Source: an optimization exercise on an open RTL-to-GDS flow (aim: small area). Production flows keep margins and buffers that such runs may drop.
Function was checked by simulation only, so behaviour that the tests miss may differ from the original.
Power is estimated from default activity; no workload was simulated.

==> flow/design.v <==
module bte (
    input             clk,
    input             rst,            
    input             cmd_we,
    input      [31:0] cmd,
    input             i2c_ch_valid,
    input             spi_ch_valid,
    input      [7:0]  i2c_budget,     
    input      [7:0]  spi_budget,     
    output reg        res_done,
    output reg [7:0]  res_status,
    output reg [15:0] res_data,
    output reg        res_busy,
    output reg [7:0]  res_retries,
    output reg        ch_req,
    output reg        ch_bus,         
    output reg [1:0]  ch_kind,        
    output reg [6:0]  ch_slave,
    output     [15:0] ch_buf,         
    output reg [3:0]  ch_size,
    output reg [7:0]  ch_opts,
    input             ch_ack,
    input      [7:0]  ch_st,
    input      [7:0]  ch_n,
    input      [15:0] ch_rdata,
    input             ch_busy
);
    localparam OP_I2C_WR = 2'd0;
    localparam OP_I2C_RD = 2'd1;
    localparam OP_SPI_WR = 2'd2;
    localparam OP_SPI_RD = 2'd3;
    localparam [7:0] ST_OK        = 8'd0;
    localparam [7:0] ST_NOTOPENED = 8'd3;
    localparam [7:0] ST_INVALID   = 8'd6;
    localparam [7:0] ST_OTHER     = 8'd18;
    localparam [1:0] K_WRITE  = 2'd0;
    localparam [1:0] K_READ   = 2'd1;
    localparam [1:0] K_ISBUSY = 2'd2;
    localparam [2:0] S_IDLE    = 3'd0;
    localparam [2:0] S_CHECK   = 3'd1;   
    localparam [2:0] S_PREP    = 3'd2;   
    localparam [2:0] S_CALL    = 3'd3;   
    localparam [2:0] S_RDONE   = 3'd4;   
    localparam [2:0] S_ILLEGAL = 3'd5;   
    reg [2:0]  state;
    reg [1:0]  arg_op;
    reg [6:0]  arg_dev;
    reg [10:0] arg_loc;
    reg [7:0]  arg_addr;
    reg [15:0] arg_data;
    reg        arg_chv;     
    reg [3:0]  phase;
    reg        polling;     
    reg [7:0]  retry;
    reg        busylast;
    reg [7:0]  fb0, fb1;
    assign ch_buf = {fb1, fb0};
    wire [6:0] slave = arg_dev | {3'b000, arg_loc[10:8], 1'b0};
    wire [7:0] regad = arg_loc[7:0];
    wire [1:0] c_op = cmd[31:30];
    reg        c_legal;
    always @(*) begin
        case (c_op)
            OP_I2C_WR: c_legal = (cmd[22:19] == 4'd0);
            OP_I2C_RD: c_legal = (cmd[22:19] == 4'd0) && (cmd[7:0] == 8'd0);
            OP_SPI_WR: c_legal = (cmd[29:24] == 6'd0);
            default:   c_legal = (cmd[29:24] == 6'd0) && (cmd[15:0] == 16'd0);
        endcase
    end
    function [7:0] norm_st;
        input [7:0] s;
        case (s)
            8'd0, 8'd2, 8'd3, 8'd4, 8'd5, 8'd6, 8'd18: norm_st = s;
            default: norm_st = ST_OTHER;
        endcase
    endfunction
    wire [7:0] st_n   = norm_st(ch_st);
    wire [7:0] eff    = (ch_kind == K_ISBUSY) ? st_n :
                        (st_n != ST_OK)        ? st_n :
                        (ch_n != {4'd0, ch_size}) ? ST_OTHER : ST_OK;
    wire       eff_ok = (eff == ST_OK);
    wire [7:0] retry_inc = retry + 8'd1;
    always @(posedge clk) begin
        if (rst) begin
            state    <= S_IDLE;
            res_done <= 1'b0;
            ch_req   <= 1'b0;
            phase    <= 4'd0;
            retry    <= 8'd0;
            busylast <= 1'b0;
            polling  <= 1'b0;
        end else begin
            case (state)
                S_IDLE: begin
                    if (cmd_we) begin
                        res_done <= 1'b0;
                        phase    <= 4'd0;
                        retry    <= 8'd0;
                        busylast <= 1'b0;
                        polling  <= 1'b0;
                        if (c_legal) begin
                            arg_op <= c_op;
                            if (c_op[1] == 1'b0) begin
                                arg_dev  <= cmd[29:23];
                                arg_loc  <= cmd[18:8];
                                arg_data <= {8'd0, cmd[7:0]};
                                arg_addr <= 8'd0;
                                arg_chv  <= i2c_ch_valid;
                            end else begin
                                arg_dev  <= 7'd0;
                                arg_loc  <= 11'd0;
                                arg_data <= cmd[15:0];
                                arg_addr <= cmd[23:16];
                                arg_chv  <= spi_ch_valid;
                            end
                            state <= S_CHECK;
                        end else begin
                            state <= S_ILLEGAL;
                        end
                    end
                end
                S_ILLEGAL: begin
                    res_status  <= ST_INVALID;
                    res_data    <= 16'd0;
                    res_busy    <= 1'b0;
                    res_retries <= 8'd0;
                    res_done    <= 1'b1;
                    state       <= S_IDLE;
                end
                S_CHECK: begin
                    if (!arg_chv) begin
                        res_status  <= ST_NOTOPENED;
                        res_data    <= 16'd0;
                        res_busy    <= 1'b0;
                        res_retries <= 8'd0;
                        res_done    <= 1'b1;
                        state       <= S_IDLE;
                    end else begin
                        phase <= 4'd1;
                        state <= S_PREP;
                    end
                end
                S_PREP: begin
                    fb0      <= 8'd0;
                    fb1      <= 8'd0;
                    ch_slave <= 7'd0;
                    ch_kind  <= K_WRITE;
                    ch_size  <= 4'd0;
                    ch_opts  <= 8'h00;
                    ch_bus   <= arg_op[1];
                    case (arg_op)
                        OP_I2C_WR: begin
                            ch_slave <= slave;
                            if (phase == 4'd1) begin
                                fb0 <= regad; fb1 <= arg_data[7:0];
                                ch_size <= 4'd2; ch_opts <= 8'h03;
                            end else begin
                                fb0 <= regad;
                                ch_size <= 4'd1; ch_opts <= 8'h05;
                            end
                        end
                        OP_I2C_RD: begin
                            ch_slave <= slave;
                            if (phase == 4'd1) begin
                                fb0 <= regad;
                                ch_size <= 4'd1; ch_opts <= 8'h01;
                            end else begin
                                ch_kind <= K_READ;
                                ch_size <= 4'd1; ch_opts <= 8'h09;
                            end
                        end
                        OP_SPI_WR: begin
                            case (phase)
                                4'd1: begin fb0 <= 8'h9F; ch_size <= 4'd9; ch_opts <= 8'h07; end
                                4'd2: begin fb0 <= 8'hA0 | {3'b000, arg_addr[7:3]}; ch_size <= 4'd1; ch_opts <= 8'h02; end
                                4'd3: begin fb0 <= {arg_addr[2:0], 5'd0}; ch_size <= 4'd3; ch_opts <= 8'h01; end
                                4'd4: begin fb0 <= arg_data[7:0]; fb1 <= arg_data[15:8]; ch_size <= 4'd2; ch_opts <= 8'h04; end
                                4'd5: begin
                                    if (polling) ch_kind <= K_ISBUSY;
                                    else         ch_opts <= 8'h02;
                                end
                                4'd6: begin ch_opts <= 8'h04; end
                                default: begin fb0 <= 8'h87; ch_size <= 4'd9; ch_opts <= 8'h07; end
                            endcase
                        end
                        default: begin  
                            case (phase)
                                4'd1: begin fb0 <= 8'hC0 | {3'b000, arg_addr[7:3]}; ch_size <= 4'd1; ch_opts <= 8'h02; end
                                4'd2: begin fb0 <= {arg_addr[2:0], 5'd0}; ch_size <= 4'd4; ch_opts <= 8'h01; end
                                default: begin ch_kind <= K_READ; ch_size <= 4'd2; ch_opts <= 8'h04; end
                            endcase
                        end
                    endcase
                    ch_req <= 1'b1;
                    state  <= S_CALL;
                end
                S_CALL: begin
                    if (ch_ack) begin
                        ch_req <= 1'b0;
                        state  <= S_PREP;
                        case (arg_op)
                            OP_I2C_WR: begin
                                if (phase == 4'd1) begin
                                    if (!eff_ok) begin
                                        res_status  <= eff;
                                        res_data    <= 16'd0;
                                        res_busy    <= 1'b0;
                                        res_retries <= 8'd0;
                                        res_done    <= 1'b1;
                                        state       <= S_IDLE;
                                    end else begin
                                        phase <= 4'd2;
                                        retry <= 8'd0;
                                    end
                                end else begin
                                    retry <= retry_inc;
                                    if (eff_ok || retry_inc == i2c_budget) begin
                                        res_status  <= eff;
                                        res_data    <= 16'd0;
                                        res_busy    <= 1'b0;
                                        res_retries <= retry_inc;
                                        res_done    <= 1'b1;
                                        state       <= S_IDLE;
                                    end
                                end
                            end
                            OP_I2C_RD: begin
                                if (!eff_ok) begin
                                    res_status  <= eff;
                                    res_data    <= 16'd0;
                                    res_busy    <= 1'b0;
                                    res_retries <= 8'd0;
                                    res_done    <= 1'b1;
                                    state       <= S_IDLE;
                                end else if (phase == 4'd1) begin
                                    phase <= 4'd2;
                                end else begin
                                    fb0   <= ch_rdata[7:0];
                                    fb1   <= 8'd0;
                                    state <= S_RDONE;
                                end
                            end
                            OP_SPI_WR: begin
                                if (phase == 4'd5 && polling) begin
                                    retry <= retry_inc;
                                    if (st_n != ST_OK) begin
                                        res_status  <= st_n;
                                        res_data    <= 16'd0;
                                        res_busy    <= busylast;
                                        res_retries <= retry_inc;
                                        res_done    <= 1'b1;
                                        state       <= S_IDLE;
                                    end else begin
                                        busylast <= ch_busy;
                                        if (!(ch_busy && retry_inc < spi_budget)) begin
                                            polling <= 1'b0;
                                            phase   <= 4'd6;
                                        end
                                    end
                                end else if (!eff_ok) begin
                                    res_status  <= eff;
                                    res_data    <= 16'd0;
                                    res_busy    <= busylast;
                                    res_retries <= retry;
                                    res_done    <= 1'b1;
                                    state       <= S_IDLE;
                                end else if (phase == 4'd5) begin
                                    polling <= 1'b1;
                                    retry   <= 8'd0;
                                end else if (phase == 4'd7) begin
                                    res_status  <= ST_OK;
                                    res_data    <= 16'd0;
                                    res_busy    <= busylast;
                                    res_retries <= retry;
                                    res_done    <= 1'b1;
                                    state       <= S_IDLE;
                                end else begin
                                    phase <= phase + 4'd1;
                                end
                            end
                            default: begin  
                                if (!eff_ok) begin
                                    res_status  <= eff;
                                    res_data    <= 16'd0;
                                    res_busy    <= 1'b0;
                                    res_retries <= 8'd0;
                                    res_done    <= 1'b1;
                                    state       <= S_IDLE;
                                end else if (phase == 4'd3) begin
                                    fb0   <= ch_rdata[7:0];
                                    fb1   <= ch_rdata[15:8];
                                    state <= S_RDONE;
                                end else begin
                                    phase <= phase + 4'd1;
                                end
                            end
                        endcase
                    end
                end
                S_RDONE: begin
                    res_status  <= ST_OK;
                    res_data    <= {fb1, fb0};
                    res_busy    <= 1'b0;
                    res_retries <= 8'd0;
                    res_done    <= 1'b1;
                    state       <= S_IDLE;
                end
                default: state <= S_IDLE;
            endcase
        end
    end
endmodule
==> flow/run.sh <==
#!/bin/bash
# synth_recipe.tcl (not shown) runs the flow's synth.tcl, then flattens the netlist and writes it again
# the make line also repeats each setting of config.mk as NAME=value (left out here)
make -C /OpenROAD-flow-scripts/flow DESIGN_CONFIG=/design/flow/config.mk WORK_HOME=/design/flow/orfs CLKGATE_MAP_FILE= SYNTH_SCRIPT=/design/flow/synth_recipe.tcl finish
==> flow/config.mk <==
export PLATFORM = sky130hd
export DESIGN_NAME = bte
export DESIGN_NICKNAME = bte
export VERILOG_FILES = /design/flow/design.v
export SDC_FILE = /design/flow/constraint.sdc
export NUM_CORES = 4
export LEC_CHECK = 0
export CAP_MARGIN = 20
export CORE_MARGIN = 2
export CORE_UTILIZATION = 40
export SLEW_MARGIN = 20
==> flow/constraint.sdc <==
create_clock -name core_clock -period 10.0 [get_ports {clk}]
set_input_delay 2.0000 -clock core_clock [delete_from_list [all_inputs] [get_ports {clk}]]
set_output_delay 2.0000 -clock core_clock [all_outputs]
set_load 0.01 [all_outputs]
==> results.sh <==
export IMPL_die_h_microns=139
export IMPL_synth_simple_gate_area_frac=0.201
export IMPL_vias_per_cell=5.69
export IMPL_dp_cells=1067
export IMPL_max_slew_margin=0.254
export IMPL_outcome="timing/DRC/antenna clean"
export IMPL_grt_max_degree=51
export IMPL_synth_most_common_cell="edfxtp_1"
export IMPL_dieArea_sq_um=19200
export IMPL_final_nets=957
export IMPL_ys_seq_area_frac=0.517
export IMPL_muxShareOfSynthArea=0.00311
export IMPL_syn_area_sq_um=7240
export IMPL_ir_drop_v=0.000112
export IMPL_tightest_slew_ns=1.12
export IMPL_n_antenna_cell=0
export IMPL_crit_required_ns=10.25
export IMPL_drt_iter0_markers=705
export IMPL_clk_latency_ns=0.42
export IMPL_synth_area_top_cells="edfxtp_1 46%, dfxtp_1 5.3%, a21oi_1 4.2%"
export IMPL_layout_min_cycle_time_ns=4.78
export IMPL_cts_buffer_depth=2
export IMPL_synth_seq_cells=131
export IMPL_cp_depth=8
export IMPL_remaining_drc_errors=0
export IMPL_fmax_ghz=0.209
export IMPL_dpl_hpwl_microns=15800
export IMPL_ff_latch_area_sq_um=3740
export IMPL_coreArea_sq_um=17800
export IMPL_cts_tree="yes"
export IMPL_cts_root_buffer="clkbuf_16"
export IMPL_numCtsBuffers=17
export IMPL_clock_skew_ns=0.00909
export IMPL_initial_core_util=0.406
export IMPL_timing_final_crit_share=0.478
export IMPL_total_power_w=0.00142
export IMPL_cellPowerDensity_nw_per_um2=149
export IMPL_use_met2=0.334
export IMPL_post_cts_buffers=0
export IMPL_cp_top_family="simple AND/OR/NAND/NOR gates"
export IMPL_min_path_cells=2
export IMPL_synth_top_area_frac=0.465
export IMPL_vias=6254
export IMPL_gr_usage_met1=0.314
export IMPL_yosysUniqueCellTypes=75
export IMPL_cp_slowest_cell="and2_1"
export IMPL_crit_type="primary input to register"
export IMPL_num_fill_cells=1571
export IMPL_crit_path_cell_trace="clkdlybuf4s50_1 -> or4_4 -> nor4_2 -> a22o_2 -> o21a_2 -> and2_1 -> nand2_1 -> o31ai_1"
export IMPL_reg2reg_depth=11
export IMPL_clock_sinks=131
export IMPL_grtUsageTotal=0.222
export IMPL_ys_async_sr_fraction=0
export IMPL_detail_route_wl_per_cell_microns=19.4
export IMPL_synth_adder_area_share=0.0225
export IMPL_hold_violations=0
export IMPL_rsz0062_at_grt="false"
export IMPL_endpoint_kind="register"
export IMPL_drv_cap=0
export IMPL_portBuffers=155
export IMPL_start_kind="primary input"
export IMPL_cts_hold_buf=0
export IMPL_gp_congestion=0.970
export IMPL_synthFlopType="edfxtp_1"
export IMPL_busiest_layer="met2"
export IMPL_drt_total_wl_microns=21400
export IMPL_firstDrtPassIters=6
export IMPL_clk_pin_slew_ns=0.06
export IMPL_h_tree_depth=4
export IMPL_grt_use_met3=0.0513
export IMPL_area_growth_pct=32.0
export IMPL_finalSetupViolCount=0
export IMPL_netlist_instances=724
export IMPL_ctsResizeCount=0
export IMPL_yosysWarnings=1
export IMPL_critPathArrivalTime_ns=5.02
export IMPL_synth_common_cells="112 x edfxtp_1, 71 x nor2_1, 61 x a21oi_1"
export IMPL_path_buf_inv=1
export IMPL_avgSynthCellArea_sq_um=10.0
export IMPL_synth_top_family_by_area="simple AND/OR/NAND/NOR gates"
export IMPL_pin_count=160
export IMPL_yosysTopAreaCell="edfxtp_1"
export IMPL_hold_class="register to register"
export IMPL_hold_ws_ns=0.491
export IMPL_cpPeakStageDelay_ns=0.62
export IMPL_rows=49
export IMPL_fin_cells=1099
export IMPL_path_max_fanout=17
export IMPL_p_leak_nw=3.35
export IMPL_slew_viol_final=0
export IMPL_overflow=0
export IMPL_drive_gt1_frac=0.0805
export IMPL_synth_xor_area_share=0.0182
export IMPL_dieWidth_microns=139
export IMPL_multi_input_area_sq_um=3180
export IMPL_synth_compound_area_frac=0.189
export IMPL_antenna_found_initial=0
export IMPL_final_antenna_net_count=0
export IMPL_grt_pass1_vias=5973
export IMPL_synth_edf_count=112
export IMPL_fin_tns_setup_ns=0
export IMPL_grt_pass1_wl_microns=33500
[worst reg2reg max path, cell delays in order, from the launching register on]
cell and delay, ns:
dfxtp_1 0.55, ha_1 0.50, nand3_2 0.19, o21ai_0 0.58
nand2_1 0.15, ha_1 0.32, nor2b_1 0.13, o21ai_0 0.08
and4b_1 0.22, and3_1 0.24, or4_1 0.48, o31ai_1 0.08
[routing by layer]
metal / routed length (microns) / part of all wire / vias up
met2: 9790 / 0.46 / 258
met5: 0 / 0 / -
met1: 9550 / 0.45 / 3001
li1: - / - / 2953
met4: 544 / 0.025 / 0
met3: 1480 / 0.069 / 42
[layout make-up]
| cell class | count | share of cell area |
|---|---|---|
| Sequential cell | 131 | 0.392 |
| Multi-Input combinational cell | 518 | 0.333 |
| Timing Repair Buffer | 166 | 0.171 |
| Clock buffer | 19 | 0.0453 |
| Tap cell | 229 | 0.0300 |
| Clock inverter | 13 | 0.0193 |
| Inverter | 23 | 0.00904 |
[logic make-up after synthesis]
group | after synthesis
fa+ha+maj | 13
mux | 2
other cells | 1
simple gates | 279
buf+inv | 78
flops | 131
compound gates | 205
xor+xnor | 15
[power by group]
group	internal [W]	switching, W	leakage, nW
registers	0.000610	0.0000134	1.19
logic	0.0000776	0.0000713	1.87
clock network	0.000417	0.000234	0.293
[sequential cells by signal, summed over array words and instances, names as in the netlist, 8 cells and up]
register / cells
arg_data: 16
res_data: 16
arg_loc: 11
arg_addr: 8
fb0: 8
fb1: 8
res_retries: 8
res_status: 8
retry: 8
[cells in the final DEF (no fill, tap or decap), drive strengths merged, types with 4 or more instances in the layout]
master,Yosys,layout
or2,6,6
o22ai,6,6
edfxtp,112,112
a21oi,62,62
nor3,23,23
xor2,7,7
nand3,24,24
xnor2,8,8
buf,25,11
clkbuf,30,19
or3,4,4
nand2,52,52
nand2b,9,9
conb,1,4
nor3b,4,4
a31oi,7,7
o31ai,4,4
nor2,71,71
and2,22,22
a222oi,6,6
and4,4,4
ha,13,13
or4,6,6
a211oi,6,6
a221oi,5,5
clkdlybuf4s50,0,155
and3,12,12
clkinv,0,5
nor4,7,7
o21ai,44,44
o21a,4,4
bufinv,0,4
dfxtp,19,19
a22oi,11,11
nor2b,28,28
inv,23,24
a22o,20,20
[stage by stage]
stage / area [sq um] / worst slack (ns) / utilization
global placement: 8930 / 4.76 / 0.500
floorplan: 7250 / 3.44 / -
CTS: 9550 / 4.96 / 0.535
finish: 9550 / 5.22 / 0.535
global route: 9550 / 5.05 / 0.535
detailed placement: 8930 / 4.52 / 0.500
[final timing paths]
check / from / endpoint / slack, ns
worst max-delay path: ch_st[0] / res_retries[2]$_SDFFCE_PN0P_ / 5.22
worst min-delay path: busylast$_SDFFE_PP0P_ / busylast$_SDFFE_PP0P_ / 0.49
worst max register to register: retry[0]$_SDFFE_PP0P_ / phase[1]$_SDFFE_PP0P_ / 6.37
worst min register to register: busylast$_SDFFE_PP0P_ / busylast$_SDFFE_PP0P_ / 0.49

-- static timing again, ports no longer ideal --
How much do the figures lean on ideal ports? The routed layout below was timed once more, with nothing changed but the port constraints. Step 1, drivers: a clkbuf_16 drives clk and a buf_2 each remaining input, both assumed. Step 2 moves the port delays by t, midway between the first and last clock arrival at a register: inputs arrive t later, outputs are due t later. That takes back most of the time a late clock gives input paths. Three values: ideal ports, drivers, drivers and shift; two values: the first two.
t, ns: 0.458
setup slack, ns: 5.225 / 5.229 / 4.772
clock arrival spread, ns: 0.009 / 0.009
cell pins on the clock port's net: 1
After both steps this run still meets setup and hold. The setup slack of this run moves by +0.004 ns with the drivers and by -0.453 ns with both steps.
